This design comes from an exercise in tuning for small area, a short achievable clock period and few clock cycles per item on the open sky130 flow, not from production work.
Only simulation tests tie the RTL to the original design; equivalence was not proved.
No activity file was given, so power comes from the tool's default toggle rates.

<file path="flow/design.v">
module lora_tx_encoder (
    input  wire        clk,
    input  wire        rst,           
    input  wire        start,
    input  wire [3:0]  cfg_sf,        
    input  wire [3:0]  cfg_ppm,       
    input  wire [2:0]  cfg_rdd,       
    input  wire        cfg_explicit,  
    input  wire        nib_valid,
    output wire        nib_ready,
    input  wire [3:0]  nib_data,
    output wire        sym_valid,
    input  wire        sym_ready,
    output wire [15:0] sym_data
);
    localparam [63:0] SEED_N = 64'hE85C2EFFFFFFFFFF;
    localparam [63:0] SEED_1 = 64'hF8ECFEEFEFEFEFEF;
    reg  [2:0]  sh;                   
    reg  [3:0]  wsel;                 
    reg  [3:0]  pm1;                  
    reg  [2:0]  bw1;                  
    reg         rdd1;                 
    reg         expl;
    reg  [11:0] bp [0:7];             
    reg  [3:0]  j;                    
    reg         b_hdr;                
    reg         b_hdr_out;            
    reg         b_full;
    reg         reseed;               
    reg  [2:0]  skip;                 
    reg         fresh;                
    reg         nr;                   
    reg  [63:0] s;
    reg         widx;
    reg  [11:0] ap [0:7];             
    reg  [2:0]  k;                    
    reg         a_full;
    wire [3:0] d   = nib_data;
    wire       plain = b_hdr && expl && (j < 4'd5);
    wire [7:0] skey = fresh ? SEED_N[39:32] : (widx ? s[7:0] : s[39:32]);
    wire [7:0] key = skey & {8{!plain}};
    wire       b4  = d[0] ^ d[1] ^ d[2] ^ (d[3] & !b_hdr & rdd1);
    wire [7:0] cw  = {d[0] ^ d[2] ^ d[3], d[0] ^ d[1] ^ d[3], d[1] ^ d[2] ^ d[3], b4, d} ^ key;
    wire       accept = nib_valid && nr;
    wire       b_last = (j == pm1);
    assign nib_ready = nr;
    wire       a_last = (k == 3'd0);
    wire       sel_b  = !a_full || a_last;      
    wire       a_en   = a_full ? sym_ready : b_full;
    wire       xfer   = b_full && (!a_full || (a_last && sym_ready));
    reg [11:0] anext [0:6];
    integer p;
    always @* begin
        for (p = 0; p < 7; p = p + 1)
            anext[p] = sel_b ? bp[p] : {ap[p+1][wsel], ap[p+1][11:1]};
    end
    reg [11:0] g;
    integer q;
    always @* begin
        g[11] = anext[0][11];
        for (q = 10; q >= 0; q = q - 1)
            g[q] = g[q+1] ^ anext[0][q];
        for (q = 0; q < 12; q = q + 1)
            if (q < wsel) g[q] = 1'b0;
    end
    wire [11:0] sym_n = g >> sh;
    assign sym_valid = a_full;
    assign sym_data  = {4'd0, ap[0]};
    wire       a_full_n = xfer || (a_full && !(a_last && sym_ready));
    wire       b_full_n = (accept && b_last) || (b_full && !xfer);
    wire       reseed_n = accept && b_last && b_hdr && rdd1;
    wire [2:0] skip_n   = reseed ? nskip[3:1] : (skip != 3'd0) ? skip - 3'd1 : 3'd0;
    wire [3:0] nskip    = pm1 + 4'd1 - (expl ? 4'd5 : 4'd0);    
    wire [3:0] ppm_in   = (cfg_ppm == 4'd0) ? cfg_sf : cfg_ppm;
    function [63:0] step(input [63:0] r);
        step = {r[39:32] ^ r[31:24] ^ r[23:16] ^ r[7:0], r[63:8]};
    endfunction
    integer i;
    always @(posedge clk) begin
        if (accept)
            for (i = 0; i < 8; i = i + 1)
                bp[i] <= {cw[i], bp[i][11:1]};
        if (a_en) begin
            ap[0] <= sym_n;
            for (i = 1; i < 7; i = i + 1)
                ap[i] <= anext[i];
            ap[7] <= bp[7];
            k <= sel_b ? (b_hdr_out ? 3'd7 : bw1) : k - 3'd1;
        end
        if (fresh)
            s <= SEED_N;
        else if (reseed)
            s <= SEED_1;
        else if (skip != 3'd0 || (accept && !plain && widx))
            s <= step(s);
        if (rst) begin
            a_full <= 1'b0;
            b_full <= 1'b0;
            reseed <= 1'b0;
            skip   <= 3'd0;
            fresh  <= 1'b0;
            nr     <= 1'b0;
        end else if (start) begin
            sh     <= 3'd4 - cfg_sf[2:0];       
            wsel   <= 4'd12 - ppm_in;
            pm1    <= ppm_in - 4'd1;
            bw1    <= 3'd3 + cfg_rdd;
            rdd1   <= (cfg_rdd == 3'd1);
            expl   <= cfg_explicit;
            a_full <= 1'b0;
            b_full <= 1'b0;
            reseed <= 1'b0;
            skip   <= 3'd0;
            fresh  <= 1'b1;
            nr     <= 1'b1;
            b_hdr  <= 1'b1;
            b_hdr_out <= 1'b1;
            j      <= 4'd0;
            widx   <= 1'b0;
        end else begin
            fresh  <= 1'b0;
            a_full <= a_full_n;
            b_full <= b_full_n;
            reseed <= reseed_n;
            skip   <= skip_n;
            nr     <= (!b_full_n || !a_full_n) && !reseed_n && (skip_n == 3'd0);
            if (xfer)
                b_hdr_out <= 1'b0;
            if (accept) begin
                if (!plain)
                    widx <= ~widx;
                if (b_last) begin
                    j     <= 4'd0;
                    b_hdr <= 1'b0;
                end else begin
                    j <= j + 4'd1;
                end
            end
            if (reseed)
                widx <= nskip[0];
        end
    end
endmodule
</file>
<file path="flow/run.sh">
#!/bin/bash
# synth_recipe.tcl (not shown) runs the flow's synth.tcl, then flattens the netlist and writes it again
# the make line also repeats each setting of config.mk as NAME=value (left out here)
make -C /OpenROAD-flow-scripts/flow DESIGN_CONFIG=/design/flow/config.mk WORK_HOME=/design/flow/orfs CLKGATE_MAP_FILE= SYNTH_SCRIPT=/design/flow/synth_recipe.tcl finish
</file>
<file path="flow/config.mk">
export PLATFORM = sky130hd
export DESIGN_NAME = lora_tx_encoder
export DESIGN_NICKNAME = lora_tx_encoder
export VERILOG_FILES = /design/flow/design.v
export SDC_FILE = /design/flow/constraint.sdc
export NUM_CORES = 4
export LEC_CHECK = 0
export CAP_MARGIN = 20
export CORE_MARGIN = 2
export CORE_UTILIZATION = 40
export SLEW_MARGIN = 20
</file>
<file path="flow/constraint.sdc">
create_clock -name core_clock -period 14.0 [get_ports {clk}]
set_input_delay 2.8000 -clock core_clock [delete_from_list [all_inputs] [get_ports {clk}]]
set_output_delay 2.8000 -clock core_clock [all_outputs]
set_load 0.01 [all_outputs]
</file>
==> results of run 1 <==
-- state kept, by name, summed over array words and instances, names as in the netlist, 3 cells and up --
register,cells
ap,96
bp,96
bw1,3
j,4
k,3
pm1,3
s,64
sh,3
skip,3
wsel,4
-- layout by cell type, fill, tap and decap left out, types with 19 or more instances in the layout --
cell type / instances
xor2_1: 19
mux4_2: 19
mux2i_1: 30
nand2_1: 332
nand3_1: 46
edfxtp_1: 217
clkdlybuf4s50_1: 34
clkbuf_16: 31
nor2_1: 37
xnor2_1: 55
a21oi_1: 25
dfxtp_1: 72
inv_1: 22
o21ai_0: 28
-- critical path, delay by kind of cell --
kind / cells / cell delay [ns]
AND/OR/NAND/NOR: 3 / 0.98
buffers and inverters: 1 / 0.51
multiplexers: 1 / 0.27
AO/OA/AOI/OAI: 3 / 0.60
-- logic make-up after synthesis --
family,Yosys count
xor gates and xnor gates,81
buffers and inverters,88
and+or+nand+nor,464
muxes,63
adders and majority gates,14
DFF,289
other,1
AOI/OAI and AO/OA,104
-- routing by layer --
| metal | up-vias | global-route usage [%] |
|---|---|---|
| met2 | 108 | 23.5 |
| met3 | 32 | 2.14 |
| met4 | 0 | 3.10 |
| met1 | 3717 | 20.6 |
| met5 | - | 0 |
| li1 | 3864 | - |
-- stage by stage --
stage	cells	setup WS, ns	cell area, um2	total power (W)
final	1547	9.11	14400	0.00203
after global routing	1547	9.01	14400	0.00212
after CTS	1547	9.14	14400	0.00205
after detailed placement	1489	8.60	13500	0.00126
after global placement	1489	8.61	13500	0.00125
after floorplan	1107	7.00	12800	0.00120
-- layout make-up --
| cell class | instances | area, um2 | share of cell area [%] |
|---|---|---|---|
| timing repair buffer | 44 | 415 | 2.88 |
| clock buffer | 32 | 779 | 5.40 |
| clock inverter | 26 | 203 | 1.40 |
| tap | 402 | 503 | 3.48 |
| sequential | 289 | 7960 | 55.1 |
| inverter | 24 | 90.1 | 0.624 |
| multi-input combinational | 730 | 4500 | 31.1 |
-- power by group --
part           internal (W)  switching (W)  total, W
clock              0.000457       0.000330  0.000788
combinational      0.000104       0.000118  0.000222
sequential         0.000982      0.0000357   0.00102
total               0.00154       0.000484   0.00203
-- worst min-delay path by stage --
stage,endpoint,slack [ns]
after floorplan,ap[7][0],0.40
after CTS,ap[7][0],0.42
after global routing,bp[6][4],0.44
after detailed placement,ap[7][0],0.41
after global placement,ap[7][0],0.40
final,ap[7][0],0.42
==> summary.txt, run 1 <==
Status
  – Run status: complete, no violations

Logic synthesis
  – Yosys reg bits: 289
  – Synth Area in Simple Gates: 15.0%
  – Largest area contributor in the netlist: edfxtp_1
  – Main synth FF type: edfxtp_1
  – Xor/xnor share of the synthesized area: 6.21%
  – Post-Synth Adder-Cell Area: between 1 and 1.5%
  – Mapped Cells: 1,104
  – Number of synthesized flops with an enable pin: 217
  – Synth Area in Compound Gates: approximately 5.3%
  – Top post-synthesis cells by area: edfxtp_1 (51%), dfxtp_1 (11%), nand2_1 (9.8%)
  – Syn avg cell area: 11.6 um2
  – Post-Synthesis Cell Area: between 0.01 and 0.015 mm2
  – Register area share after synthesis: 62.3%
  – Proportion of synthesized area in mux cells: 6.97%
  – Most numerous cell in the Yosys netlist: nand2_1
  – Synthesis warning total: 4
  – Largest family of logic cells by synthesized area: simple AND/OR/NAND/NOR gates
  – Synth top cells by count: nand2_1 (333), edfxtp_1 (217), dfxtp_1 (72)
  – Yosys top cell area share: 51.0%
  – FFs w/ async S/R, synth: 0%
  – Synth unique cells: 64

Min path
  – Worst hold start: bp[7][0]
  – Hold Crit Class: reg -> reg
  – Hold Path Cell Cnt: 0

Drt
  – DRC: 0
  – Uppermost routed layer: met4
  – Met3 wire length: 779 um
  – TritonRoute pass-1 iters: 4
  – Vias/cell: 4.99
  – Final wirelength: 23,700 um
  – Total vias in the final route: 7,721
  – Antenna viol nets, final: 0
  – Routed wl met2: 10,900 um
  – Post-Route M1 WL: 11,600 um
  – Initial drt markers: 618
  – Wire length per cell: approximately 15 um

Critical path
  – Worst EP required: 14.27 ns
  – CP Capture Point: wsel[3]
  – FF-to-FF End: ap[0][0]
  – R2R Setup Slk: 10.53 ns
  – Maximum fanout along the worst path: 6
  – Worst Setup End Kind: register
  – Critical path class: in -> reg
  – Slowest CP cell: nor4_1
  – Worst-path cell chain: clkdlybuf4s50_1 > nor4_1 > a21oi_1 > nand2_1 > nand2_1 > mux2_2 > o21ai_0 > a21oi_1
  – CP startpoint: cfg_ppm[3]
  – CP max stage delay: 0.72 ns
  – CP startpoint kind: input port
  – Start of the worst register-to-register path: wsel[2]
  – WP data arrival: 5.17 ns
  – R2r worst-path depth: 8

Floorplanning
  – # IOs: 39
  – Die ar.: 0.0334 mm2
  – Core ar.: ~0.031 mm2
  – Die X: approximately 180 um
  – Die Y: approximately 180 um
  – Starting Density: between 40% and 50%
  – Row count: 65

Placement
  – Final GP Congestion: between 0.7 and 0.8
  – Post-DP HPWL: 14,300 um
  – Port-buffer cells: 34

STA
  – RSZ-0062 raised after global routing: no
  – Fin crit period: 4.89 ns
  – Worst hold slack: around 0.42 ns
  – Finish-stage setup viols: 0
  – Final TNS setup: 0 ns
  – Final Hold Viols: 0
  – Setup Skew: 0.0256 ns
  – Max Freq: 0.204 GHz
  – Tightest Pin Transition: 0.900 ns
  – Worst rel slew slack: 40.0%
  – Slew Viols, Final: 0
  – Crit share post-route: 35.0%

Clock tree
  – CTS tree: done
  – Max Buffers Root-to-Sink: 3
  – Sink Count: 289
  – CTS H-tree lvls: 1
  – Clock latency on the worst-skew pair: 0.56 ns
  – Post-CTS Setup Bufs: 0
  – Clock slew at reported path FFs: 0.06 ns
  – Total CTS buffers: 31
  – Root buffer cell: clkbuf_16
  – Post-CTS Hold Buffers: 0
  – Post-CTS resize count: 0

Layout
  – Finished Core Util: 45.9%
  – Final nets: 1,155
  – Diode count: 0
  – # fillers: between 2,000 and 3,000
  – Layout Area Growth over Synthesis: 13.1%
  – Layout cell share with drive strength beyond 1: approximately 9.0%

Pwr
  – Leak: 5.53 nW
  – PwrDens: 140 mW/mm2
  – Peak supply drop: 0.0962 mV

GRT
  – Largest net degree at the start of global routing: 85
  – First-pass GRT wire length: 39,600 um
  – Initial antenna violation count: 0
  – Overflow after GRT: 0
  – Vias in the first global route: 7,604
  – All-Layer GR Usage: 14.4%

Run
  – Maxcap violations: 0
Testbench counts, summed over its fixed seeds: cycles 7,660, symbols 5,535.
==> inputs of run 2 (changes only) <==
==> flow/flow/run.sh (new file) <==
#!/bin/bash
# Standard layout, with repair_timing asked to leave extra setup slack so that
# the achieved period (clock period less setup slack) comes out short.
set -euo pipefail
bash standard.sh SETUP_SLACK_MARGIN=12 finish > make.log 2>&1
==> flow/standard.sh (new file) <==
#!/bin/bash
# synth_recipe.tcl (not shown) runs the flow's synth.tcl, then flattens the netlist and writes it again
# the make line also repeats each setting of config.mk as NAME=value (left out here)
make -C /OpenROAD-flow-scripts/flow DESIGN_CONFIG=/design/flow/config.mk WORK_HOME=/design/flow/orfs CLKGATE_MAP_FILE= SYNTH_SCRIPT=/design/flow/synth_recipe.tcl "${@:-finish}"
removed: flow/run.sh
==> summary.txt, run 2 <==
GRT
  – Vias in the first global route: 8,881 (+17%)
  – First-pass GRT wire length: 49,300 um (+24%)
  – Initial antenna violation count: 0 (unchanged)
  – Met1 usage: 24.7% (+4.0 points)
  – Largest net degree at the start of global routing: 40 (-53%)
  – Overflow after GRT: 0 (unchanged)
  – All-Layer GR Usage: 18.7% (+4.3 points)
  – GRT met3 Usage: 2.59% (+0.46 points)
  – Met2 Use GR: 32.7% (+9.3 points)
  – GRT Max-Usage Layer: met2

Logic synthesis
  – Yosys top cell area share: 51.0% (unchanged)
  – Mapped Cells: 1,104 (unchanged)
  – Syn avg cell area: 11.6 um2 (unchanged)
  – Most numerous cell in the Yosys netlist: nand2_1
  – Post-Synthesis Cell Area: 0.0128 mm2 (unchanged)
  – Register area share after synthesis: 62.3% (unchanged)
  – Synth top cells by count: nand2_1 (333), edfxtp_1 (217), dfxtp_1 (72)
  – Top post-synthesis cells by area: edfxtp_1 (51%), dfxtp_1 (11%), nand2_1 (9.8%)
  – Largest area contributor in the netlist: edfxtp_1
  – FFs w/ async S/R, synth: 0% (unchanged)
  – Yosys reg bits: 289 (unchanged)
  – Main synth FF type: edfxtp_1
  – Synth unique cells: 64 (unchanged)
  – Number of synthesized flops with an enable pin: 217 (unchanged)
  – Synthesis warning total: 4 (unchanged)

Critical path
  – Delay-heaviest family, CP: flip-flops
  – Worst Setup End Kind: output port
  – WP data arrival: 1.06 ns (-4.11 ns)
  – Worst EP required: 11.20 ns (-3.07 ns)
  – Worst-path cell chain: buf_2
  – Slowest CP cell: edfxtp_1
  – Maximum fanout along the worst path: 1 (-5)
  – Buf+Inv Stages, Crit Path: 1 (unchanged)
  – CP startpoint kind: register
  – CP max stage delay: 0.36 ns (-0.36 ns)
  – Critical path class: reg -> out

Pwr
  – Leak: 7.05 nW (+27%)
  – Net Sw Frac: 25.2% (+1.3 points)
  – Combinational Power Share: 17.2% (+6.2 points)
  – Clock power share: 36.3% (-2.6 points)
  – Sw power: 0.000556 W (+15%)
  – Peak supply drop: 0.114 mV (+19%)
  – Share of power burned in registers: 46.6% (-3.6 points)
  – Int Power: 0.00165 W (+7.0%)
  – PwrDens: 123 mW/mm2 (-12%)

Layout
  – Top flop regs: ap (96), bp (96), s (64)
  – # fillers: 2,434 (-14%)
  – Final nets: 1,304 (+13%)
  – Post-route cell area: 0.0179 mm2 (+24%)
  – Layout cell share with drive strength beyond 1: 39.2% (+30 points)
  – Layout Area Growth over Synthesis: 40.3%
  – Diode count: 0 (unchanged)
  – Commonest non-fill, non-tap cells in the layout: nand2_1 (256), edfxtp_1 (217), dfxtp_1 (70)
  – Commonest non-fill, non-tap cell in the layout: nand2_1
  – Finished Core Util: 57.0% (+11 points)

STA
  – Setup ws final: 10.14 ns (+1.03 ns)
  – Worst rel slew slack: 26.0% (-14 points)
  – RSZ-0062 raised after global routing: yes
  – Fin crit period: 3.86 ns (-1.03 ns)
  – Finish-stage setup viols: 0 (unchanged)
  – Final TNS setup: 0 ns (unchanged)
  – Setup Skew: 0.0178 ns (-0.00784 ns)
  – Max Freq: 0.259 GHz (+27%)
  – Crit share post-route: 27.6% (-7.4 points)
  – Tightest Pin Transition: 1.11 ns (+0.208 ns)
  – Final Hold Viols: 0 (unchanged)
  – Slew Viols, Final: 0 (unchanged)

Drt
  – Antenna viol nets, final: 0 (unchanged)
  – DRC: 0 (unchanged)
  – Final wirelength: 32,500 um (+37%)
  – Vias/cell: 5.31 (+6.4%)
  – Total vias in the final route: 8,989 (+16%)
  – Initial drt markers: 582 (-5.8%)
  – Wire length per cell: 19.2 um (+25%)
  – TritonRoute pass-1 iters: 5 (+1)

Floorplanning
  – Row count: 65 (unchanged)
  – Die Y: 183 um (unchanged)
  – Core ar.: 0.0315 mm2 (unchanged)
  – Die X: 183 um (unchanged)
  – # IOs: 39 (unchanged)
  – Die ar.: 0.0334 mm2 (unchanged)
  – Starting Density: 40.6% (unchanged)

Placement
  – Place WS: 8.87 ns (+0.265 ns)
  – Placed cell areas: 0.0137 mm2 (+1.9%)
  – Post-DP HPWL: 13,900 um (-3.3%)
  – Final GP Congestion: 0.801 (+1.7%)
  – Port-buffer cells: 34 (unchanged)

Clock tree
  – CTS H-tree lvls: 1 (unchanged)
  – Total CTS buffers: 31 (unchanged)
  – Clock slew at reported path FFs: 0.06 ns (about the same)
  – Root buffer cell: clkbuf_16
  – Sink Count: 289 (unchanged)
  – CTS tree: done
  – Clock latency on the worst-skew pair: 0.56 ns (about the same)
  – Post-CTS Hold Buffers: 0 (unchanged)
  – Max Buffers Root-to-Sink: 3 (unchanged)

Min path
  – Hold Crit Class: reg -> reg

Run
  – Maxcap violations: 0 (unchanged)

Status
  – Run status: complete, no violations
==> run 2: cell counts after synthesis <==
No cell type changed its count.
==> run 2: timing repair <==
| item | CTS | global route |
|---|---|---|
| gates cloned | 45 | 2 |
| endpoints found under the setup margin | 417 | 351 |
| resized for setup | 398 | 159 |
| endpoints found under the hold margin | 0 | 0 |
| pin swaps | 126 | 88 |
| buffers inserted | 67 | 36 |
==> run 2: path summary, 6_finish.rpt <==
| check | start | to | slack (ns) | cells past startpoint |
|---|---|---|---|---|
| hold / removal | bp[7][0] | ap[7][0] | 0.42 | 0 |
| setup reg to reg | wsel[0] | ap[0][1] | 11.12 | 11 |
| setup / recovery | ap[0][6] | sym_data[6] | 10.14 | 1 |
| hold reg to reg | bp[7][0] | ap[7][0] | 0.42 | 0 |
==> run 2: kinds of logic (layout without fill, tap and decap cells) <==
logic type	count (synthesis)	in the layout	synth area share (%)
simple gates	464	483	15.0
flops	289	289	62.3
compound gates	104	104	5.29
buf+inv	88	237	2.80
xor+xnor	81	81	6.21
mux	63	78	6.97
fa+ha+maj	14	14	1.37
other cells	1	4	0.0294
==> run 2: power groups by stage <==
stage	Clock (W)	Combinational [W]	Sequential, W
global placement	0	0.000230	0.00103
detailed placement	0	0.000232	0.00103
CTS	0.000816	0.000317	0.00102
floorplan	0	0.000193	0.00102
global route	0.000851	0.000407	0.00103
finish	0.000800	0.000379	0.00103
==> run 2: stage by stage <==
step,instances,power (W),hold WS (ns)
finish,1692,0.00221,0.422
global route,1692,0.00229,0.429
CTS,1653,0.00215,0.427
detailed placement,1487,0.00127,0.423
global placement,1487,0.00126,0.406
floorplan,1107,0.00122,0.400
==> run 2: cell type report <==
class	instances	area (um2)	share of cell area [%]
inverter	24	133	0.740
clock inverter	15	154	0.859
timing repair buffer	159	2060	11.5
multi-input combinational	764	6290	35.1
sequential	289	7970	44.4
clock buffer	39	826	4.61
tap	402	503	2.81
==> run 2: layer usage <==
layer / vias to the layer above / wire, um
li1: 4231 / -
met1: 4472 / 13700
met2: 227 / 16500
met3: 59 / 1450
met4: 0 / 773
met5: - / 0
==> inputs of run 3 (changes only) <==
--- a/flow/flow/run.sh
+++ b/flow/flow/run.sh
@@ -4,2 +4,2 @@
 set -euo pipefail
-bash standard.sh SETUP_SLACK_MARGIN=12 finish > make.log 2>&1
+bash standard.sh SETUP_SLACK_MARGIN=10 ABC_AREA=1 finish > make.log 2>&1
==> summary.txt, run 3 <==
Critical path
  – Worst EP required: 11.20 ns (about the same)
  – R2r worst-path depth: 27 (+16)
  – R2R Setup Slk: 10.37 ns (-0.75 ns)
  – Critical path class: reg -> out
  – Start of the worst register-to-register path: k[0]
  – WP data arrival: 1.15 ns (+0.09 ns)
  – CP max stage delay: 0.37 ns (about the same)
  – Maximum fanout along the worst path: 1 (unchanged)
  – Worst-path cell chain: clkdlybuf4s15_1
  – Delay-heaviest family, CP: flip-flops
  – Slowest CP cell: edfxtp_1
  – Worst Setup End Kind: output port
  – FF-to-FF End: ap[0][0]
  – CP startpoint kind: register
  – Buf+Inv Stages, Crit Path: 1 (unchanged)

Drt
  – Antenna viol nets, final: 0 (unchanged)
  – Initial drt markers: 706 (+21%)
  – Total vias in the final route: 8,403 (-6.5%)
  – Vias/cell: 4.98 (-6.3%)
  – Wire length per cell: 15.2 um (-21%)
  – Final wirelength: 25,600 um (-21%)
  – TritonRoute pass-1 iters: 5 (unchanged)
  – DRC: 0 (unchanged)

Logic synthesis
  – FFs w/ async S/R, synth: 0% (unchanged)
  – Most numerous cell in the Yosys netlist: nand2_1
  – Largest area contributor in the netlist: edfxtp_1
  – Yosys top cell area share: 51.5% (+0.51 points)
  – Post-Synthesis Cell Area: 0.0126 mm2 (-0.99%)
  – Main synth FF type: edfxtp_1
  – Mapped Cells: 1,231 (+12%)
  – Synthesis warning total: 4 (unchanged)
  – Syn avg cell area: 10.3 um2 (-11%)
  – Yosys reg bits: 289 (unchanged)
  – Synth top cells by count: nand2_1 (288), edfxtp_1 (217), o21ai_0 (129)
  – Top post-synthesis cells by area: edfxtp_1 (52%), dfxtp_1 (11%), nand2_1 (8.5%)
  – Number of synthesized flops with an enable pin: 217 (unchanged)
  – Synth unique cells: 45 (-30%)
  – Register area share after synthesis: 62.9% (+0.62 points)

STA
  – RSZ-0062 raised after global routing: yes
  – Final Hold Viols: 0 (unchanged)
  – Max Freq: 0.253 GHz (-2.2%)
  – Tightest Pin Transition: 0.739 ns (-0.369 ns)
  – Worst rel slew slack: 50.7% (+25 points)
  – Fin crit period: 3.95 ns (+0.0852 ns)
  – Final TNS setup: 0 ns (unchanged)
  – Crit share post-route: 28.2% (+0.61 points)
  – Finish-stage setup viols: 0 (unchanged)
  – Slew Viols, Final: 0 (unchanged)
  – Setup Skew: 0.0136 ns (-0.00419 ns)

Floorplanning
  – Core ar.: 0.0313 mm2 (-0.52%)
  – Die ar.: 0.0331 mm2 (-0.97%)
  – Die X: 182 um (-0.48%)
  – Starting Density: 40.4% (-0.19 points)
  – # IOs: 39 (unchanged)
  – Row count: 65 (unchanged)
  – Die Y: 182 um (-0.48%)

Clock tree
  – CTS H-tree lvls: 1 (unchanged)
  – CTS tree: done
  – Clock latency on the worst-skew pair: 0.55 ns (about the same)
  – Sink Count: 289 (unchanged)
  – Clock slew at reported path FFs: 0.06 ns (about the same)
  – Total CTS buffers: 30 (-3.2%)
  – Max Buffers Root-to-Sink: 3 (unchanged)
  – Root buffer cell: clkbuf_16

GRT
  – All-Layer GR Usage: 15.7% (-3.0 points)
  – Largest net degree at the start of global routing: 82 (+110%)
  – GRT met3 Usage: 2.43% (-0.17 points)
  – Initial antenna violation count: 0 (unchanged)
  – Met2 Use GR: 25.2% (-7.5 points)
  – Met1 usage: 22.6% (-2.0 points)
  – Vias in the first global route: 8,107 (-8.7%)
  – First-pass GRT wire length: 42,300 um (-14%)
  – Overflow after GRT: 0 (unchanged)
  – GRT Max-Usage Layer: met2

Pwr
  – PwrDens: 138 mW/mm2 (+12%)
  – Int Power: 0.00153 W (-7.6%)
  – Net Sw Frac: 23.9% (-1.3 points)
  – Sw power: 0.000479 W (-14%)
  – Leak: 5.85 nW (-17%)
  – Share of power burned in registers: 50.9% (+4.3 points)
  – Clock power share: 39.0% (+2.7 points)
  – Combinational Power Share: 10.1% (-7.1 points)
  – Peak supply drop: 0.107 mV (-6.4%)

Status
  – Run status: complete, no violations

Layout
  – Diode count: 0 (unchanged)
  – Layout Area Growth over Synthesis: 14.9%
  – Final nets: 1,297 (-0.54%)
  – Layout cell share with drive strength beyond 1: 9.88% (-29 points)
  – Commonest non-fill, non-tap cells in the layout: nand2_1 (286), edfxtp_1 (217), o21ai_0 (128)
  – # fillers: 2,837 (+17%)
  – Commonest non-fill, non-tap cell in the layout: nand2_1
  – Top flop regs: ap (96), bp (96), s (64)
  – Finished Core Util: 46.4% (-11 points)

Min path
  – Hold Path End: ap[7][0]
  – Hold Path Cell Cnt: 0 (unchanged)
  – Hold Crit Class: reg -> reg
  – Worst hold start: bp[7][0]

Placement
  – Port-buffer cells: 34 (unchanged)
  – Post-DP HPWL: 15,300 um (+10%)
  – Final GP Congestion: 0.806 (+0.59%)

Run
  – Maxcap violations: 0 (unchanged)
[run 3: changes by cell type after synthesis, sizes merged, moves of 21 or more]
| cell | change |
|---|---|
| o21ai | +103 |
| inv | +101 |
| nand2 | -35 |
| nand3 | +32 |
| mux2i | -30 |
| a21oi | +21 |
[run 3: stage by stage]
step                      cell area [um2]  worst slack, ns  cells  total power, W  hold slack [ns]
final                               14500            10.05   1688         0.00200            0.419
after global routing                14500             9.97   1688         0.00209            0.428
after CTS                           14500            10.01   1682         0.00202            0.423
after detailed placement            13400             7.69   1619         0.00123            0.417
after global placement              13400             7.80   1619         0.00123            0.406
after floorplan                     12800             8.82   1234         0.00118            0.400
[run 3: worst max path at each step]
stage          depth (start not counted)            to      start  slack (ns)
2_1_floorplan                          7         s[12]  nib_valid        8.82
3_3_place_gp                          10         s[53]  nib_valid        7.80
3_5_place_dp                          10         s[55]  nib_valid        7.69
4_1_cts                                1     nib_ready         nr       10.01
5_1_grt                               27      ap[0][0]       k[0]        9.97
6_report                               1  sym_data[11]  ap[0][11]       10.05
[run 3: cell type report]
class | count | area [um2] | area share (%)
clock buffer | 35 | 801 | 5.51
clock inverter | 21 | 169 | 1.16
inverter | 125 | 509 | 3.50
multi-input combinational | 765 | 4110 | 28.2
sequential | 289 | 7960 | 54.8
tap | 402 | 503 | 3.46
timing repair buffer | 50 | 485 | 3.34
timing repair inverter | 1 | 5.00 | 0.0344
[run 3: cell families after synthesis]
family                     after synthesis  share of synthesized area [%]
and+or+nand+nor                        451                           15.4
DFF                                    289                           62.9
AOI/OAI and AO/OA                      237                           10.6
buffers and inverters                  183                           5.79
xor gates and xnor gates                54                           3.74
adders and majority gates               14                           1.38
muxes                                    2                          0.158
other                                    1                         0.0296
[run 3: repair_timing]
action,in CTS,in global routing
hold buffers,0,0
buffers inserted,4,4
setup endpoints to repair,256,66
pin swaps,2,2
cloned,3,1
gates resized for setup,44,12
[run 3: routing by layer]
metal	vias up	wire length [um]
li1	4244	-
met2	150	11700
met5	-	0
met3	29	1240
met1	3980	12300
met4	0	351
[run 3: power by group through the flow]
| stage | registers, W | logic [W] | clock network [W] |
|---|---|---|---|
| global placement | 0.00104 | 0.000191 | 0 |
| detailed placement | 0.00104 | 0.000196 | 0 |
| floorplan | 0.00103 | 0.000156 | 0 |
| finish | 0.00102 | 0.000201 | 0.000782 |
| CTS | 0.00102 | 0.000200 | 0.000800 |
| global route | 0.00103 | 0.000229 | 0.000832 |
==> inputs of run 4 (changes only) <==
--- a/flow/flow/run.sh
+++ b/flow/flow/run.sh
@@ -4,2 +4,2 @@
 set -euo pipefail
-bash standard.sh SETUP_SLACK_MARGIN=10 ABC_AREA=1 finish > make.log 2>&1
+bash standard.sh SETUP_SLACK_MARGIN=10 ABC_AREA=1 CTS_BUF_LIST=sky130_fd_sc_hd__clkbuf_8 finish > make.log 2>&1
==> summary.txt, run 4 <==
Drt
  – Antenna viol nets, final: 0 (unchanged)
  – Final wirelength: 25,600 um (-0.21%)
  – Vias/cell: 4.94 (-0.71%)
  – Initial drt markers: 703 (-0.42%)
  – TritonRoute pass-1 iters: 5 (unchanged)
  – Wire length per cell: 14.9 um (-1.6%)
  – DRC: 0 (unchanged)
  – Total vias in the final route: 8,462 (+0.70%)

Critical path
  – Worst Setup End Kind: output port
  – Worst-path cell chain: clkdlybuf4s15_2
  – Delay-heaviest family, CP: flip-flops
  – CP max stage delay: 0.37 ns (about the same)
  – Worst EP required: 11.20 ns (about the same)
  – Slowest CP cell: edfxtp_1
  – Buf+Inv Stages, Crit Path: 1 (unchanged)
  – WP data arrival: 1.16 ns (about the same)
  – CP startpoint kind: register
  – Maximum fanout along the worst path: 1 (unchanged)
  – Critical path class: reg -> out

Floorplanning
  – Starting Density: 40.4% (unchanged)
  – Row count: 65 (unchanged)
  – # IOs: 39 (unchanged)
  – Core ar.: 0.0313 mm2 (unchanged)
  – Die ar.: 0.0331 mm2 (unchanged)
  – Die Y: 182 um (unchanged)
  – Die X: 182 um (unchanged)

Clock tree
  – Clock slew at reported path FFs: 0.06 ns (about the same)
  – CTS tree: done
  – Clock latency on the worst-skew pair: 0.57 ns (+0.02 ns)
  – Total CTS buffers: 47 (+57%)
  – CTS H-tree lvls: 2 (+1)
  – Sink Count: 289 (unchanged)
  – Root buffer cell: clkbuf_8
  – Max Buffers Root-to-Sink: 3 (unchanged)

STA
  – RSZ-0062 raised after global routing: yes
  – Fin crit period: 3.96 ns (+0.0108 ns)
  – Final Hold Viols: 0 (unchanged)
  – Crit share post-route: 28.3% (+0.077 points)
  – Setup Skew: 0.0399 ns (+0.0263 ns)
  – Max Freq: 0.253 GHz (-0.27%)
  – Tightest Pin Transition: 0.741 ns (+0.00207 ns)
  – Final TNS setup: 0 ns (unchanged)
  – Finish-stage setup viols: 0 (unchanged)
  – Slew Viols, Final: 0 (unchanged)
  – Worst rel slew slack: 50.6% (-0.14 points)
  – Setup ws final: 10.04 ns (-0.0108 ns)

Layout
  – Top flop regs: ap (96), bp (96), s (64)
  – Layout cell share with drive strength beyond 1: 10.8% (+0.96 points)
  – # fillers: 2,869 (+1.1%)
  – Final nets: 1,310 (+1.0%)
  – Finished Core Util: 46.1% (-0.30 points)
  – Commonest non-fill, non-tap cell in the layout: nand2_1
  – Diode count: 0 (unchanged)
  – Commonest non-fill, non-tap cells in the layout: nand2_1 (286), edfxtp_1 (217), inv_1 (131)
  – Layout Area Growth over Synthesis: 14.2%
  – Post-route cell area: 0.0144 mm2 (-0.64%)

Pwr
  – Net Sw Frac: 25.0% (+1.1 points)
  – Share of power burned in registers: 52.9% (+2.0 points)
  – Clock power share: 36.7% (-2.3 points)
  – Int Power: 0.00145 W (-5.2%)
  – PwrDens: 134 mW/mm2 (-3.1%)
  – Leak: 5.88 nW (+0.52%)
  – Combinational Power Share: 10.4% (+0.3 points)
  – Sw power: 0.000483 W (+0.87%)
  – Peak supply drop: 0.0842 mV (-21%)

Logic synthesis
  – Mapped Cells: 1,231 (unchanged)
  – Number of synthesized flops with an enable pin: 217 (unchanged)
  – Yosys reg bits: 289 (unchanged)
  – Top post-synthesis cells by area: edfxtp_1 (52%), dfxtp_1 (11%), nand2_1 (8.5%)
  – Synthesis warning total: 4 (unchanged)
  – Post-Synthesis Cell Area: 0.0126 mm2 (unchanged)
  – Yosys top cell area share: 51.5% (unchanged)
  – Synth unique cells: 45 (unchanged)
  – FFs w/ async S/R, synth: 0% (unchanged)
  – Syn avg cell area: 10.3 um2 (unchanged)
  – Largest area contributor in the netlist: edfxtp_1
  – Synth top cells by count: nand2_1 (288), edfxtp_1 (217), o21ai_0 (129)
  – Register area share after synthesis: 62.9% (unchanged)
  – Most numerous cell in the Yosys netlist: nand2_1
  – Main synth FF type: edfxtp_1

Status
  – Run status: complete, no violations

GRT
  – GRT Max-Usage Layer: met2
  – All-Layer GR Usage: 15.9% (+0.16 points)
  – First-pass GRT wire length: 42,400 um (+0.36%)
  – Largest net degree at the start of global routing: 82 (unchanged)
  – Initial antenna violation count: 0 (unchanged)
  – GRT met3 Usage: 2.91% (+0.48 points)
  – Overflow after GRT: 0 (unchanged)
  – Met1 usage: 22.5% (-0.11 points)
  – Vias in the first global route: 8,243 (+1.7%)
  – Met2 Use GR: 25.1% (-0.077 points)

Placement
  – Place WS: 7.69 ns (unchanged)
  – Port-buffer cells: 34 (unchanged)
  – Placed cell areas: 0.0134 mm2 (unchanged)
  – Post-DP HPWL: 15,300 um (unchanged)
  – Final GP Congestion: 0.806 (unchanged)

Run
  – Maxcap violations: 0 (unchanged)

Min path
  – Hold Crit Class: reg -> reg
==> run 4: changes by cell type in the layout (fill, tap and decap cells not counted), moves of 3 or more <==
cell / before / now
clkbuf_8: 1 / 50
clkbuf_1: 3 / 0
inv_1: 115 / 131
clkbuf_16: 31 / 0
==> run 4: power groups by stage <==
stage	registers [W]	logic, W	clock network [W]
global route	0.00103	0.000228	0.000765
CTS	0.00102	0.000201	0.000728
global placement	0.00104	0.000191	0
floorplan	0.00103	0.000156	0
detailed placement	0.00104	0.000196	0
finish	0.00102	0.000200	0.000708
==> run 4: per-stage QoR <==
stage | total power [W] | hold WS, ns | std cells
floorplan | 0.00118 | 0.400 | 1234
global placement | 0.00123 | 0.406 | 1619
detailed placement | 0.00123 | 0.417 | 1619
CTS | 0.00195 | 0.413 | 1711
global route | 0.00202 | 0.429 | 1712
finish | 0.00193 | 0.419 | 1712
==> run 4: area by class of cell <==
class	instances	area, um2	share of cell area (%)
Sequential cell	289	7960	55.1
Multi-Input combinational cell	764	4100	28.4
Clock buffer	49	674	4.67
Inverter	125	509	3.53
Tap cell	402	503	3.48
Timing Repair Buffer	47	457	3.16
Clock inverter	35	235	1.63
Timing Repair inverter	1	5.00	0.0346
==> run 4: kinds of logic (layout without fill, tap and decap cells) <==
logic type	Yosys count	count (layout)	synth area share, %
AO/OA/AOI/OAI	237	237	10.6
XOR/XNOR	54	54	3.74
adder cells (fa/ha/maj)	14	14	1.38
buffers and inverters	183	257	5.79
flip-flops	289	289	62.9
multiplexers	2	2	0.158
other	1	4	0.0296
AND/OR/NAND/NOR	451	453	15.4
==> run 4: timing repair <==
| item | CTS | global route |
|---|---|---|
| gates resized for setup | 47 | 15 |
| setup buffers | 5 | 0 |
| hold buffers | 0 | 0 |
| gates cloned | 3 | 0 |
| setup endpoints to repair | 240 | 29 |
| pin swaps | 2 | 0 |
==> run 4: routing by layer <==
layer / wire, um / share of wire, %
met4: 405 / 1.6
met2: 11500 / 45
met1: 12500 / 49
met3: 1130 / 4.4
met5: 0 / 0
==> run 4: worst paths after layout <==
| check | startpoint | to | slack (ns) | cells after the start |
|---|---|---|---|---|
| worst min register to register | bp[7][0] | ap[7][0] | 0.42 | 0 |
| worst min-delay path | bp[7][0] | ap[7][0] | 0.42 | 0 |
| worst max register to register | k[0] | ap[0][0] | 10.35 | 27 |
| worst max-delay path | ap[0][10] | sym_data[10] | 10.04 | 1 |
==> inputs of run 5 (changes only) <==
==> flow/flow/run.sh (replaced) <==
#!/bin/bash
# Standard layout, with repair_timing asked to leave extra setup slack so that
# the achieved period (clock period less setup slack) comes out short.
set -euo pipefail
bash standard.sh SETUP_SLACK_MARGIN=10 ABC_AREA=1 CTS_CLUSTER_SIZE=20 CTS_CLUSTER_DIAMETER=80 finish > make.log 2>&1
==> summary.txt, run 5 <==
Min path
  – Hold Crit Class: reg -> reg

Logic synthesis
  – Mapped Cells: 1,231 (unchanged)
  – Largest area contributor in the netlist: edfxtp_1
  – Synthesis warning total: 4 (unchanged)
  – Top post-synthesis cells by area: edfxtp_1 (52%), dfxtp_1 (11%), nand2_1 (8.5%)
  – Yosys reg bits: 289 (unchanged)
  – Most numerous cell in the Yosys netlist: nand2_1
  – Yosys top cell area share: 51.5% (unchanged)
  – Number of synthesized flops with an enable pin: 217 (unchanged)
  – FFs w/ async S/R, synth: 0% (unchanged)
  – Main synth FF type: edfxtp_1
  – Synth unique cells: 45 (unchanged)
  – Register area share after synthesis: 62.9% (unchanged)
  – Post-Synthesis Cell Area: 0.0126 mm2 (unchanged)
  – Syn avg cell area: 10.3 um2 (unchanged)
  – Synth top cells by count: nand2_1 (288), edfxtp_1 (217), o21ai_0 (129)

Clock tree
  – Root buffer cell: clkbuf_16
  – Max Buffers Root-to-Sink: 3 (unchanged)
  – CTS H-tree lvls: 1 (-1)
  – Clock slew at reported path FFs: 0.09 ns (+0.03 ns)
  – Total CTS buffers: 18 (-62%)
  – Sink Count: 289 (unchanged)
  – Clock latency on the worst-skew pair: 0.50 ns (-0.07 ns)
  – CTS tree: done

Critical path
  – Maximum fanout along the worst path: 1 (unchanged)
  – CP max stage delay: 0.36 ns (about the same)
  – Worst Setup End Kind: output port
  – R2R Setup Slk: 10.36 ns (about the same)
  – Critical path class: reg -> out
  – WP data arrival: 1.16 ns (about the same)
  – Delay-heaviest family, CP: flip-flops
  – Worst EP required: 11.20 ns (about the same)
  – Slowest CP cell: edfxtp_1
  – Worst-path cell chain: dlygate4sd2_1
  – Buf+Inv Stages, Crit Path: 1 (unchanged)
  – CP startpoint kind: register

Placement
  – Post-DP HPWL: 15,300 um (unchanged)
  – Port-buffer cells: 34 (unchanged)
  – Final GP Congestion: 0.806 (unchanged)
  – Place WS: 7.69 ns (unchanged)

Layout
  – Layout Area Growth over Synthesis: 11.4%
  – Final nets: 1,284 (-2.0%)
  – Diode count: 0 (unchanged)
  – Commonest non-fill, non-tap cell in the layout: nand2_1
  – # fillers: 2,881 (+0.42%)
  – Top flop regs: ap (96), bp (96), s (64)
  – Commonest non-fill, non-tap cells in the layout: nand2_1 (286), edfxtp_1 (217), o21ai_0 (127)
  – Layout cell share with drive strength beyond 1: 7.97% (-2.9 points)
  – Multi-input gate area: 0.00410 mm2 (about the same)
  – Reg area: 0.00796 mm2 (about the same)

Status
  – Run status: complete, no violations

Pwr
  – Peak supply drop: 0.0752 mV (-11%)
  – PwrDens: 124 mW/mm2 (-7.5%)
  – Leak: 5.63 nW (-4.3%)

STA
  – RSZ-0062 raised after global routing: yes
  – Final TNS setup: 0 ns (unchanged)
  – Fin crit period: 3.96 ns (-0.00240 ns)
  – Setup Skew: 0.0169 ns (-0.0230 ns)
  – Crit share post-route: 28.3% (about the same)
  – Tightest Pin Transition: 0.743 ns (+0.00183 ns)
  – Slew Viols, Final: 0 (unchanged)
  – Final Hold Viols: 0 (unchanged)
  – Worst rel slew slack: 50.4% (-0.12 points)
  – Setup ws final: 10.04 ns (+0.00240 ns)
  – Finish-stage setup viols: 0 (unchanged)
  – Max Freq: 0.253 GHz (about the same)

Drt
  – Final wirelength: 25,200 um (-1.6%)
  – Initial drt markers: 728 (+3.6%)
  – Antenna viol nets, final: 0 (unchanged)
  – Wire length per cell: 15.2 um (+1.8%)
  – DRC: 0 (unchanged)
  – Vias/cell: 4.98 (+0.71%)
  – Total vias in the final route: 8,243 (-2.6%)
  – TritonRoute pass-1 iters: 5 (unchanged)

Run
  – Maxcap violations: 0 (unchanged)

GRT
  – Overflow after GRT: 0 (unchanged)
  – Largest net degree at the start of global routing: 82 (unchanged)
  – First-pass GRT wire length: 41,600 um (-1.9%)
  – All-Layer GR Usage: 15.5% (-0.39 points)
  – Vias in the first global route: 7,987 (-3.1%)
  – Initial antenna violation count: 0 (unchanged)

Floorplanning
  – # IOs: 39 (unchanged)
  – Die Y: 182 um (unchanged)
  – Die ar.: 0.0331 mm2 (unchanged)
  – Core ar.: 0.0313 mm2 (unchanged)
  – Die X: 182 um (unchanged)
  – Starting Density: 40.4% (unchanged)
  – Row count: 65 (unchanged)
-- run 5: report_power, final --
group | switching, W | internal, W
Sequential | 0.0000369 | 0.000982
Combinational | 0.000119 | 0.0000815
Clock | 0.000272 | 0.000249
Total | 0.000428 | 0.00131
-- run 5: cell families (layout without fill, tap and decap cells) --
family,after synthesis,count (layout),synth area share (%)
flops,289,289,62.9
compound gates,237,237,10.6
buf+inv,183,201,5.79
other cells,1,4,0.0296
mux,2,2,0.158
xor+xnor,54,54,3.74
simple gates,451,453,15.4
fa+ha+maj,14,14,1.38
-- run 5: worst paths after layout --
path / from / end / cells past startpoint
max: ap[0][7] / sym_data[7] / 1
min: bp[7][0] / ap[7][0] / 0
max reg2reg: k[0] / ap[0][0] / 27
min reg2reg: bp[7][0] / ap[7][0] / 0
-- run 5: area by class of cell --
| class | instances | area share, % |
|---|---|---|
| multi-input combinational | 764 | 29.1 |
| timing repair inverter | 1 | 0.0355 |
| clock buffer | 24 | 3.51 |
| inverter | 125 | 3.61 |
| sequential | 289 | 56.5 |
| tap | 402 | 3.57 |
| timing repair buffer | 50 | 3.58 |
| clock inverter | 1 | 0.0799 |
-- run 5: timing repair --
item / in CTS / in global routing
endpoints found under the hold margin: 0 / 0
hold buffers: 0 / 0
setup endpoints to repair: 258 / 24
cloned: 3 / 0
resized for setup: 34 / 14
buffers inserted: 4 / 4
pin swaps: 2 / 1
-- run 5: per-layer routing --
layer  global-route usage (%)  vias up  wire [um]
met5                        0        -          0
met1                     22.6     3905      12400
met4                     2.50        0        329
met2                     25.0      113      11400
li1                         -     4201          -
met3                     2.23       24        994
-- run 5: per-stage QoR --
| step | utilization [%] | cell area [um2] | total power, W | hold WS, ns | instances |
|---|---|---|---|---|---|
| floorplan | - | 12800 | 0.00118 | 0.400 | 1234 |
| global placement | 42.7 | 13400 | 0.00123 | 0.406 | 1619 |
| detailed placement | 42.7 | 13400 | 0.00123 | 0.417 | 1619 |
| CTS | 44.7 | 14000 | 0.00176 | 0.427 | 1651 |
| global route | 45.0 | 14100 | 0.00182 | 0.435 | 1656 |
| finish | 45.0 | 14100 | 0.00174 | 0.426 | 1656 |
==> inputs of run 6 (changes only) <==
==> flow/flow/run.sh (replaced) <==
#!/bin/bash
# Standard layout, with repair_timing asked to leave extra setup slack so that
# the achieved period (clock period less setup slack) comes out short.
set -euo pipefail
bash standard.sh SETUP_SLACK_MARGIN=10 ABC_AREA=1 CTS_CLUSTER_SIZE=28 CTS_CLUSTER_DIAMETER=100 finish > make.log 2>&1
==> summary.txt, run 6 <==
Min path
  – Hold Path End: ap[7][0]
  – Hold Path Cell Cnt: 0 (unchanged)
  – Hold Crit Class: reg -> reg
  – Worst hold start: bp[7][0]

Drt
  – Antenna viol nets, final: 0 (unchanged)
  – Vias/cell: 5.01 (+0.72%)
  – Total vias in the final route: 8,282 (+0.47%)
  – TritonRoute pass-1 iters: 4 (-1)
  – Final wirelength: 25,200 um (about the same)
  – Wire length per cell: 15.2 um (+0.21%)
  – DRC: 0 (unchanged)
  – Initial drt markers: 781 (+7.3%)

Logic synthesis
  – Post-Synthesis Cell Area: 0.0126 mm2 (unchanged)
  – Synthesis warning total: 4 (unchanged)
  – FFs w/ async S/R, synth: 0% (unchanged)
  – Largest area contributor in the netlist: edfxtp_1
  – Most numerous cell in the Yosys netlist: nand2_1
  – Main synth FF type: edfxtp_1
  – Syn avg cell area: 10.3 um2 (unchanged)
  – Number of synthesized flops with an enable pin: 217 (unchanged)
  – Yosys reg bits: 289 (unchanged)
  – Mapped Cells: 1,231 (unchanged)
  – Yosys top cell area share: 51.5% (unchanged)
  – Top post-synthesis cells by area: edfxtp_1 (52%), dfxtp_1 (11%), nand2_1 (8.5%)
  – Synth top cells by count: nand2_1 (288), edfxtp_1 (217), o21ai_0 (129)
  – Register area share after synthesis: 62.9% (unchanged)
  – Synth unique cells: 45 (unchanged)

Pwr
  – PnR Total Power: 0.00168 W (-3.3%)
  – Peak supply drop: 0.0985 mV (+31%)
  – PwrDens: 120 mW/mm2 (-2.6%)
  – Leak: 5.59 nW (-0.71%)

Clock tree
  – Total CTS buffers: 14 (-4)
  – Max Buffers Root-to-Sink: 3 (unchanged)
  – Post-CTS Hold Buffers: 0 (unchanged)
  – Clock slew at reported path FFs: 0.10 ns (about the same)
  – CTS H-tree lvls: 1 (unchanged)
  – CTS tree: done
  – Root buffer cell: clkbuf_16
  – Clock latency on the worst-skew pair: 0.49 ns (about the same)
  – Sink Count: 289 (unchanged)

Layout
  – Layout Area Growth over Synthesis: 10.6%
  – Commonest non-fill, non-tap cells in the layout: nand2_1 (286), edfxtp_1 (217), o21ai_0 (127)
  – Finished Core Util: 44.7% (-0.30 points)
  – Diode count: 0 (unchanged)
  – Final nets: 1,281 (-0.23%)
  – Layout cell share with drive strength beyond 1: 7.84% (-0.13 points)
  – Post-route cell area: 0.0140 mm2 (-0.66%)
  – Commonest non-fill, non-tap cell in the layout: nand2_1
  – Top flop regs: ap (96), bp (96), s (64)
  – # fillers: 2,894 (+0.45%)

Critical path
  – Worst Setup End Kind: register
  – R2r worst-path depth: 27 (unchanged)
  – Start of the worst register-to-register path: k[0]
  – Slowest CP cell: clkdlybuf4s50_1
  – FF-to-FF End: ap[0][0]
  – Maximum fanout along the worst path: 48 (+47)
  – Delay-heaviest family, CP: buffers and inverters
  – CP startpoint kind: input port
  – CP max stage delay: 0.51 ns (+0.15 ns)
  – Critical path depth: 5 (+4)
  – Most frequent CP cell: buf_12
  – Buf+Inv Stages, Crit Path: 3 (+2)
  – R2R Setup Slk: 10.38 ns (+0.02 ns)
  – Worst EP required: 14.18 ns (+2.98 ns)
  – WP data arrival: 4.13 ns (+2.97 ns)
  – Critical path class: in -> reg
  – Worst-path cell chain: clkdlybuf4s50_1 > nor2_4 > a21oi_4 > buf_12 > buf_12

STA
  – Tightest Pin Transition: 0.764 ns (+0.0203 ns)
  – Crit share post-route: 28.2% (about the same)
  – Fin crit period: 3.95 ns (-0.00310 ns)
  – Final TNS setup: 0 ns (unchanged)
  – Setup ws final: 10.05 ns (+0.00310 ns)
  – Worst rel slew slack: 49.1% (-1.4 points)
  – RSZ-0062 raised after global routing: yes
  – Final Hold Viols: 0 (unchanged)
  – Max Freq: 0.253 GHz (about the same)
  – Finish-stage setup viols: 0 (unchanged)
  – Setup Skew: 0.0160 ns (-0.000963 ns)
  – Slew Viols, Final: 0 (unchanged)

Run
  – Maxcap violations: 0 (unchanged)

Placement
  – Port-buffer cells: 34 (unchanged)
  – Place WS: 7.69 ns (unchanged)
  – Placed cell areas: 0.0134 mm2 (unchanged)
  – Post-DP HPWL: 15,300 um (unchanged)
  – Final GP Congestion: 0.806 (unchanged)

Floorplanning
  – Row count: 65 (unchanged)
  – Starting Density: 40.4% (unchanged)
  – Core ar.: 0.0313 mm2 (unchanged)
  – Die X: 182 um (unchanged)
  – # IOs: 39 (unchanged)
  – Die ar.: 0.0331 mm2 (unchanged)
  – Die Y: 182 um (unchanged)

GRT
  – Initial antenna violation count: 0 (unchanged)
  – Largest net degree at the start of global routing: 82 (unchanged)
  – First-pass GRT wire length: 41,600 um (-0.15%)
  – All-Layer GR Usage: 15.5% (about the same)
  – Overflow after GRT: 0 (unchanged)
  – Vias in the first global route: 7,928 (-0.74%)

Status
  – Run status: complete, no violations
-- run 6: cell counts after synthesis --
No cell type changed its count.
-- run 6: kinds of logic after synthesis --
kind of cell / synth area share [%]
DFF: 62.9
other: 0.0296
muxes: 0.158
xor gates and xnor gates: 3.74
and+or+nand+nor: 15.4
buffers and inverters: 5.79
adders and majority gates: 1.38
AOI/OAI and AO/OA: 10.6
-- run 6: worst max path at each step --
stage | start | to | slack [ns]
6_report | sym_ready | ap[6][0] | 10.05
3_3_place_gp | nib_valid | s[53] | 7.80
2_1_floorplan | nib_valid | s[12] | 8.82
5_1_grt | wsel[0] | ap[0][0] | 9.95
3_5_place_dp | nib_valid | s[55] | 7.69
4_1_cts | ap[0][2] | sym_data[2] | 10.02
-- run 6: metal layers --
| layer | up-vias | track usage, % | routed length, um |
|---|---|---|---|
| met5 | - | 0 | 0 |
| met4 | 0 | 2.93 | 354 |
| met3 | 18 | 1.87 | 1010 |
| met2 | 141 | 25.1 | 11500 |
| met1 | 3927 | 22.6 | 12300 |
| li1 | 4196 | - | - |
-- run 6: repair_timing --
item                                    4_1_cts  5_1_grt
resized for setup                            33       13
endpoints found under the setup margin      258       12
hold endpoints to repair                      0        0
pin swaps                                     2        2
cloned                                        3        1
buffers inserted                              5        3
-- run 6: per-stage QoR --
stage	instances	hold WS [ns]
2_1_floorplan	1234	0.400
3_3_place_gp	1619	0.406
3_5_place_dp	1619	0.417
4_1_cts	1647	0.433
5_1_grt	1652	0.441
6_report	1652	0.429
-- run 6: layout make-up --
type	count	area [um2]	share of cell area, %
repair inverters	1	5.00	0.0358
clock buffers	18	387	2.76
well taps	402	503	3.59
multi-input cells	765	4110	29.4
repair buffers	50	499	3.57
inverters	125	509	3.64
flip-flops and latches	289	7960	56.9
clock inverters	2	22.5	0.161
-- run 6: power by group --
group	total [W]	internal, W	leakage (nW)	switching (W)
sequential	0.00102	0.000982	2.61	0.0000369
clock	0.000463	0.000201	0.200	0.000263
combinational	0.000201	0.0000816	2.78	0.000119
total	0.00168	0.00126	5.59	0.000419
-- run 6: worst register-to-register path, stage by stage (launching register included) --
cell and delay [ns]:
edfxtp_1 0.36, inv_1 0.06, ha_1 0.23, a21oi_4 0.21, buf_8 0.32, nand2_1 0.13, nor2_2 0.18, nand3_2 0.13
nand2_2 0.11, nand2_1 0.09, nand3_2 0.09, nand3_1 0.13, nand2_2 0.13, nand2_2 0.07, nand3_2 0.09, nand3_2 0.11
nand2_2 0.12, nand2_2 0.08, nand3_2 0.13, nand3_2 0.09, nand3_1 0.11, nand2_1 0.07, nand2_1 0.09, nand2_1 0.06
nand2_1 0.08, inv_2 0.03, nand2_1 0.05, nand2_1 0.04
==> inputs of run 7 (changes only) <==
==> flow/flow/run.sh (replaced) <==
#!/bin/bash
# Standard layout, with repair_timing asked to leave extra setup slack so that
# the achieved period (clock period less setup slack) comes out short.
set -euo pipefail
bash standard.sh SETUP_SLACK_MARGIN=10 ABC_AREA=1 CTS_CLUSTER_SIZE=24 CTS_CLUSTER_DIAMETER=120 finish > make.log 2>&1
==> summary.txt, run 7 <==
Layout
  – Layout Area Growth over Synthesis: 11.1%
  – Layout cell share with drive strength beyond 1: 7.91% (+0.067 points)
  – Top flop regs: ap (96), bp (96), s (64)
  – Diode count: 0 (unchanged)
  – Commonest non-fill, non-tap cell in the layout: nand2_1
  – Final nets: 1,283 (+0.16%)
  – Commonest non-fill, non-tap cells in the layout: nand2_1 (286), edfxtp_1 (217), o21ai_0 (126)

Critical path
  – R2R Setup Slk: 10.39 ns (about the same)
  – Worst Setup End Kind: output port
  – R2r worst-path depth: 27 (unchanged)
  – FF-to-FF End: ap[0][0]
  – CP startpoint kind: register
  – Start of the worst register-to-register path: k[0]
  – Worst-path cell chain: dlygate4sd2_1
  – Buf+Inv Stages, Crit Path: 1 (-2)
  – WP data arrival: 1.16 ns (-2.97 ns)
  – Critical path class: reg -> out
  – Delay-heaviest family, CP: flip-flops
  – CP max stage delay: 0.37 ns (-0.14 ns)
  – Worst EP required: 11.20 ns (-2.98 ns)
  – Critical path depth: 1 (-4)
  – Maximum fanout along the worst path: 1 (-98%)
  – Slowest CP cell: edfxtp_1

Floorplanning
  – Die ar.: 0.0331 mm2 (unchanged)
  – Starting Density: 40.4% (unchanged)
  – # IOs: 39 (unchanged)
  – Die X: 182 um (unchanged)
  – Die Y: 182 um (unchanged)
  – Core ar.: 0.0313 mm2 (unchanged)
  – Row count: 65 (unchanged)

Clock tree
  – Max Buffers Root-to-Sink: 3 (unchanged)
  – Total CTS buffers: 16 (+2)
  – CTS H-tree lvls: 1 (unchanged)
  – Clock latency on the worst-skew pair: 0.50 ns (about the same)
  – Sink Count: 289 (unchanged)
  – CTS tree: done
  – Post-CTS Hold Buffers: 0 (unchanged)
  – Root buffer cell: clkbuf_16
  – Clock slew at reported path FFs: 0.10 ns (about the same)

Pwr
  – Combinational Power Share: 11.7% (-0.2 points)
  – PwrDens: 122 mW/mm2 (+1.5%)
  – Sw power: 0.000426 W (+1.8%)
  – Net Sw Frac: 24.8% (-0.052 points)
  – Share of power burned in registers: 59.4% (-1.1 points)
  – PnR Total Power: 0.00172 W (+2.0%)
  – Peak supply drop: 0.0810 mV (-18%)
  – Leak: 5.61 nW (+0.39%)
  – Clock power share: 28.9% (+1.4 points)
  – Int Power: 0.00129 W (+2.1%)

GRT
  – All-Layer GR Usage: 15.4% (-0.069 points)
  – Overflow after GRT: 0 (unchanged)
  – First-pass GRT wire length: 41,500 um (-0.26%)
  – GRT Max-Usage Layer: met2
  – Met1 usage: 22.7% (+0.094 points)
  – GRT met3 Usage: 1.97% (+0.10 points)
  – Met2 Use GR: 24.7% (-0.38 points)
  – Vias in the first global route: 7,929 (+0.013%)
  – Largest net degree at the start of global routing: 82 (unchanged)
  – Initial antenna violation count: 0 (unchanged)

Logic synthesis
  – Most numerous cell in the Yosys netlist: nand2_1
  – Mapped Cells: 1,231 (unchanged)
  – Register area share after synthesis: 62.9% (unchanged)
  – Syn avg cell area: 10.3 um2 (unchanged)
  – Largest area contributor in the netlist: edfxtp_1
  – Post-Synthesis Cell Area: 0.0126 mm2 (unchanged)
  – Main synth FF type: edfxtp_1
  – Synthesis warning total: 4 (unchanged)
  – Number of synthesized flops with an enable pin: 217 (unchanged)
  – FFs w/ async S/R, synth: 0% (unchanged)
  – Synth top cells by count: nand2_1 (288), edfxtp_1 (217), o21ai_0 (129)
  – Yosys reg bits: 289 (unchanged)
  – Top post-synthesis cells by area: edfxtp_1 (52%), dfxtp_1 (11%), nand2_1 (8.5%)
  – Yosys top cell area share: 51.5% (unchanged)
  – Synth unique cells: 45 (unchanged)

STA
  – Slew Viols, Final: 0 (unchanged)
  – Max Freq: 0.252 GHz (-0.18%)
  – Worst rel slew slack: 50.4% (+1.3 points)
  – Crit share post-route: 28.3% (+0.051 points)
  – Final Hold Viols: 0 (unchanged)
  – Final TNS setup: 0 ns (unchanged)
  – Worst hold slack: 0.426 ns (-0.00276 ns)
  – Setup Skew: 0.0267 ns (+0.0108 ns)
  – RSZ-0062 raised after global routing: yes
  – Tightest Pin Transition: 0.744 ns (-0.0196 ns)
  – Fin crit period: 3.96 ns (+0.00710 ns)
  – Finish-stage setup viols: 0 (unchanged)

Placement
  – Post-DP HPWL: 15,300 um (unchanged)
  – Final GP Congestion: 0.806 (unchanged)
  – Port-buffer cells: 34 (unchanged)

Run
  – Maxcap violations: 0 (unchanged)

Drt
  – Vias/cell: 4.98 (-0.65%)
  – DRC: 0 (unchanged)
  – Total vias in the final route: 8,238 (-0.53%)
  – Final wirelength: 25,100 um (-0.33%)
  – Initial drt markers: 760 (-2.7%)
  – TritonRoute pass-1 iters: 5 (+1)
  – Antenna viol nets, final: 0 (unchanged)
  – Wire length per cell: 15.2 um (-0.45%)

Min path
  – Worst hold start: bp[7][0]
  – Hold Crit Class: reg -> reg
  – Hold Path Cell Cnt: 0 (unchanged)
  – Hold Path End: ap[7][0]

Status
  – Run status: complete, no violations
run 7: cell count changes in the layout (fill, tap and decap cells not counted), moves of 2 or more:
cell / change
clkdlybuf4s15_1: +4
dlygate4sd2_1: -4
buf_6: +2
clkbuf_16: +2
inv_8: -2
run 7: worst max-delay path by stage:
stage / from / endpoint / slack, ns
final: ap[0][7] / sym_data[7] / 10.04
after global placement: nib_valid / s[53] / 7.80
after CTS: ap[0][2] / sym_data[2] / 10.00
after floorplan: nib_valid / s[12] / 8.82
after global routing: k[0] / ap[0][0] / 9.95
after detailed placement: nib_valid / s[55] / 7.69
run 7: layout make-up:
type / count / area [um2]
fill: 2865 / 17300
sequential: 289 / 7960
clock inverter: 1 / 30.0
tap: 402 / 503
timing repair inverter: 1 / 5.00
timing repair buffer: 50 / 504
clock buffer: 21 / 440
multi-input combinational: 765 / 4110
inverter: 125 / 509
run 7: through the flow:
step	cells	util, %	instance area, um2	worst slack [ns]
2_1_floorplan	1234	-	12800	8.82
3_3_place_gp	1619	42.7	13400	7.80
3_5_place_dp	1619	42.7	13400	7.69
4_1_cts	1648	44.6	14000	10.00
5_1_grt	1654	44.9	14100	9.95
6_report	1654	44.9	14100	10.04
run 7: power by group through the flow:
stage	logic (W)	clock network, W	registers [W]
2_1_floorplan	0.000156	0	0.00103
3_3_place_gp	0.000191	0	0.00104
3_5_place_dp	0.000196	0	0.00104
4_1_cts	0.000200	0.000510	0.00102
5_1_grt	0.000230	0.000538	0.00103
6_report	0.000201	0.000496	0.00102
run 7: cells by family (layout without fill, tap and decap cells):
logic type / after synthesis / in the layout / share of synthesized area [%]
DFF: 289 / 289 / 62.9
muxes: 2 / 2 / 0.158
adders and majority gates: 14 / 14 / 1.38
AOI/OAI and AO/OA: 237 / 237 / 10.6
xor gates and xnor gates: 54 / 54 / 3.74
and+or+nand+nor: 451 / 454 / 15.4
other: 1 / 4 / 0.0296
buffers and inverters: 183 / 198 / 5.79
run 7: timing repair:
action                                  in CTS  in global routing
endpoints found under the setup margin     258                 25
setup buffers                                4                  4
pin swaps                                    2                  3
gates resized for setup                     33                 16
gates cloned                                 3                  1
run 7: routing by layer:
| layer | wire, um | vias up |
|---|---|---|
| met5 | 0 | - |
| met4 | 402 | 0 |
| met3 | 997 | 30 |
| met2 | 11300 | 138 |
| met1 | 12400 | 3882 |
| li1 | - | 4188 |
==> inputs of run 8 (changes only) <==
==> flow/flow/run.sh (replaced) <==
#!/bin/bash
# Standard layout, with repair_timing asked to leave extra setup slack so that
# the achieved period (clock period less setup slack) comes out short.
set -euo pipefail
bash standard.sh SETUP_SLACK_MARGIN=9.6 ABC_AREA=1 CTS_CLUSTER_SIZE=24 CTS_CLUSTER_DIAMETER=120 finish > make.log 2>&1
==> summary.txt, run 8 <==
Logic synthesis
  – Proportion of synthesized area in mux cells: 0.158% (unchanged)
  – Most numerous cell in the Yosys netlist: nand2_1
  – Synth Area in Simple Gates: 15.4% (unchanged)
  – Mapped Cells: 1,231 (unchanged)
  – Synth unique cells: 45 (unchanged)
  – Largest area contributor in the netlist: edfxtp_1
  – Synth top cells by count: nand2_1 (288), edfxtp_1 (217), o21ai_0 (129)
  – Register area share after synthesis: 62.9% (unchanged)
  – Synth Area in Compound Gates: 10.6% (unchanged)
  – Xor/xnor share of the synthesized area: 3.74% (unchanged)
  – Largest family of logic cells by synthesized area: simple AND/OR/NAND/NOR gates
  – Number of synthesized flops with an enable pin: 217 (unchanged)
  – Main synth FF type: edfxtp_1
  – Post-Synth Adder-Cell Area: 1.38% (unchanged)
  – Top post-synthesis cells by area: edfxtp_1 (52%), dfxtp_1 (11%), nand2_1 (8.5%)
  – Yosys reg bits: 289 (unchanged)

STA
  – RSZ-0062 raised after global routing: yes
  – Tightest Pin Transition: 0.754 ns (+0.00998 ns)
  – Slew Viols, Final: 0 (unchanged)
  – Worst hold slack: 0.429 ns (+0.00217 ns)
  – Worst rel slew slack: 49.7% (-0.67 points)
  – Final TNS setup: 0 ns (unchanged)
  – Setup Skew: 0.0254 ns (-0.00138 ns)
  – Final Hold Viols: 0 (unchanged)
  – Fin crit period: 4.31 ns (+0.345 ns)
  – Crit share post-route: 30.8% (+2.5 points)

Placement
  – Final GP Congestion: 0.772 (-4.2%)
  – Port-buffer cells: 34 (unchanged)
  – Place WS: 7.71 ns (+0.0122 ns)

Floorplanning
  – # IOs: 39 (unchanged)
  – Starting Density: 40.4% (unchanged)
  – Die Y: 182 um (unchanged)
  – Row count: 65 (unchanged)

Clock tree
  – Clock latency on the worst-skew pair: 0.50 ns (about the same)
  – Clock slew at reported path FFs: 0.09 ns (about the same)
  – Total CTS buffers: 16 (unchanged)
  – CTS H-tree lvls: 1 (unchanged)
  – CTS tree: done
  – Sink Count: 289 (unchanged)
  – Root buffer cell: clkbuf_16
  – Max Buffers Root-to-Sink: 3 (unchanged)
  – Post-CTS Hold Buffers: 0 (unchanged)

GRT
  – Initial antenna violation count: 0 (unchanged)
  – Vias in the first global route: 7,970 (+0.52%)
  – Largest net degree at the start of global routing: 75 (-8.5%)
  – First-pass GRT wire length: 41,700 um (+0.58%)

Critical path
  – Worst EP required: 14.37 ns (+3.17 ns)
  – Maximum fanout along the worst path: 53 (+52)
  – R2R Setup Slk: 10.18 ns (-0.21 ns)
  – Critical path class: in -> reg
  – Worst-path cell chain: clkdlybuf4s50_1 > nand2_8 > clkinvlp_4 > nand3_2 > nand2_8 > clkinv_8 > nor2_4 > inv_1 > o21ai_0 > a21oi_1
  – CP max stage delay: 0.56 ns (+0.19 ns)
  – Slowest CP cell: clkdlybuf4s50_1
  – CP startpoint kind: input port

Layout
  – # fillers: 2,925 (+2.1%)
  – Commonest non-fill, non-tap cells in the layout: nand2_1 (286), edfxtp_1 (217), o21ai_0 (129)
  – Fin cells: 1,653 (-0.060%)
  – Reg area: 0.00796 mm2 (about the same)
  – Multi-input gate area: 0.00407 mm2 (-0.88%)
  – Layout Area Growth over Synthesis: 10.7%
  – Commonest non-fill, non-tap cell in the layout: nand2_1

Drt
  – Initial drt markers: 667 (-12%)
  – Total vias in the final route: 8,211 (-0.33%)
  – TritonRoute pass-1 iters: 7 (+2)
  – DRC: 0 (unchanged)
  – Vias/cell: 4.97 (-0.27%)

Run
  – Maxcap violations: 0 (unchanged)

Pwr
  – Peak supply drop: 0.0828 mV (+2.3%)
  – Leak: 5.57 nW (-0.67%)

Min path
  – Hold Crit Class: reg -> reg

Status
  – Run status: complete, no violations
==> run 8: changes by cell type in the layout (fill, tap and decap cells not counted), moves of 3 or more <==
cell             change
o21ai_0              +3
clkdlybuf4s50_1     +15
dlygate4sd2_1        -7
buf_6                -3
clkdlybuf4s15_1      -8
==> run 8: metal layers <==
layer	track usage [%]	vias to the layer above	share of wire [%]	routed length (um)
met2	25.3	138	46	11700
met3	1.70	21	4.2	1060
li1	-	4186	-	-
met4	2.60	0	1.3	335
met1	22.7	3866	48	12300
met5	0	-	0	0
==> run 8: final timing paths <==
path              startpoint  depth (start not counted)        to
setup / recovery   nib_valid                         10     s[53]
hold / removal      bp[7][0]                          0  ap[7][0]
setup reg to reg        k[0]                         26  ap[0][0]
hold reg to reg     bp[7][0]                          0  ap[7][0]
==> run 8: cell type report <==
type,count,share of cell area (%)
clock inverter,1,0.214
sequential,289,56.8
tap,402,3.59
inverter,125,3.53
multi-input combinational,764,29.1
timing repair buffer,49,3.55
clock buffer,22,3.17
timing repair inverter,1,0.0357
==> run 8: stage by stage <==
step | util, % | power [W] | cell area (um2)
5_1_grt | 44.7 | 0.00180 | 14000
6_report | 44.7 | 0.00172 | 14000
4_1_cts | 44.5 | 0.00173 | 13900
3_5_place_dp | 42.7 | 0.00123 | 13400
3_3_place_gp | 42.7 | 0.00123 | 13400
2_1_floorplan | - | 0.00118 | 12800
==> run 8: power by group <==
group / leakage (nW) / internal [W] / switching (W) / total [W]
Combinational: 2.74 / 0.0000811 / 0.000118 / 0.000199
Clock: 0.227 / 0.000228 / 0.000272 / 0.000500
Sequential: 2.61 / 0.000982 / 0.0000375 / 0.00102
==> run 8: timing repair <==
item | CTS | global route
setup buffers | 3 | 3
endpoints found under the hold margin | 0 | 0
gates resized for setup | 9 | 2
cloned | 3 | 0
pin swaps | 1 | 1
setup endpoints to repair | 181 | 122
==> run 8: cell families after synthesis <==
family,after synthesis
buffers and inverters,183
AO/OA/AOI/OAI,237
AND/OR/NAND/NOR,451
other,1
flip-flops,289
XOR/XNOR,54
multiplexers,2
adder cells (fa/ha/maj),14
==> run 8: worst max-delay path: cells and delay by family <==
family | cells | cell delay, ns
compound gates | 2 | 0.21
buf+inv | 4 | 0.93
simple gates | 4 | 0.72
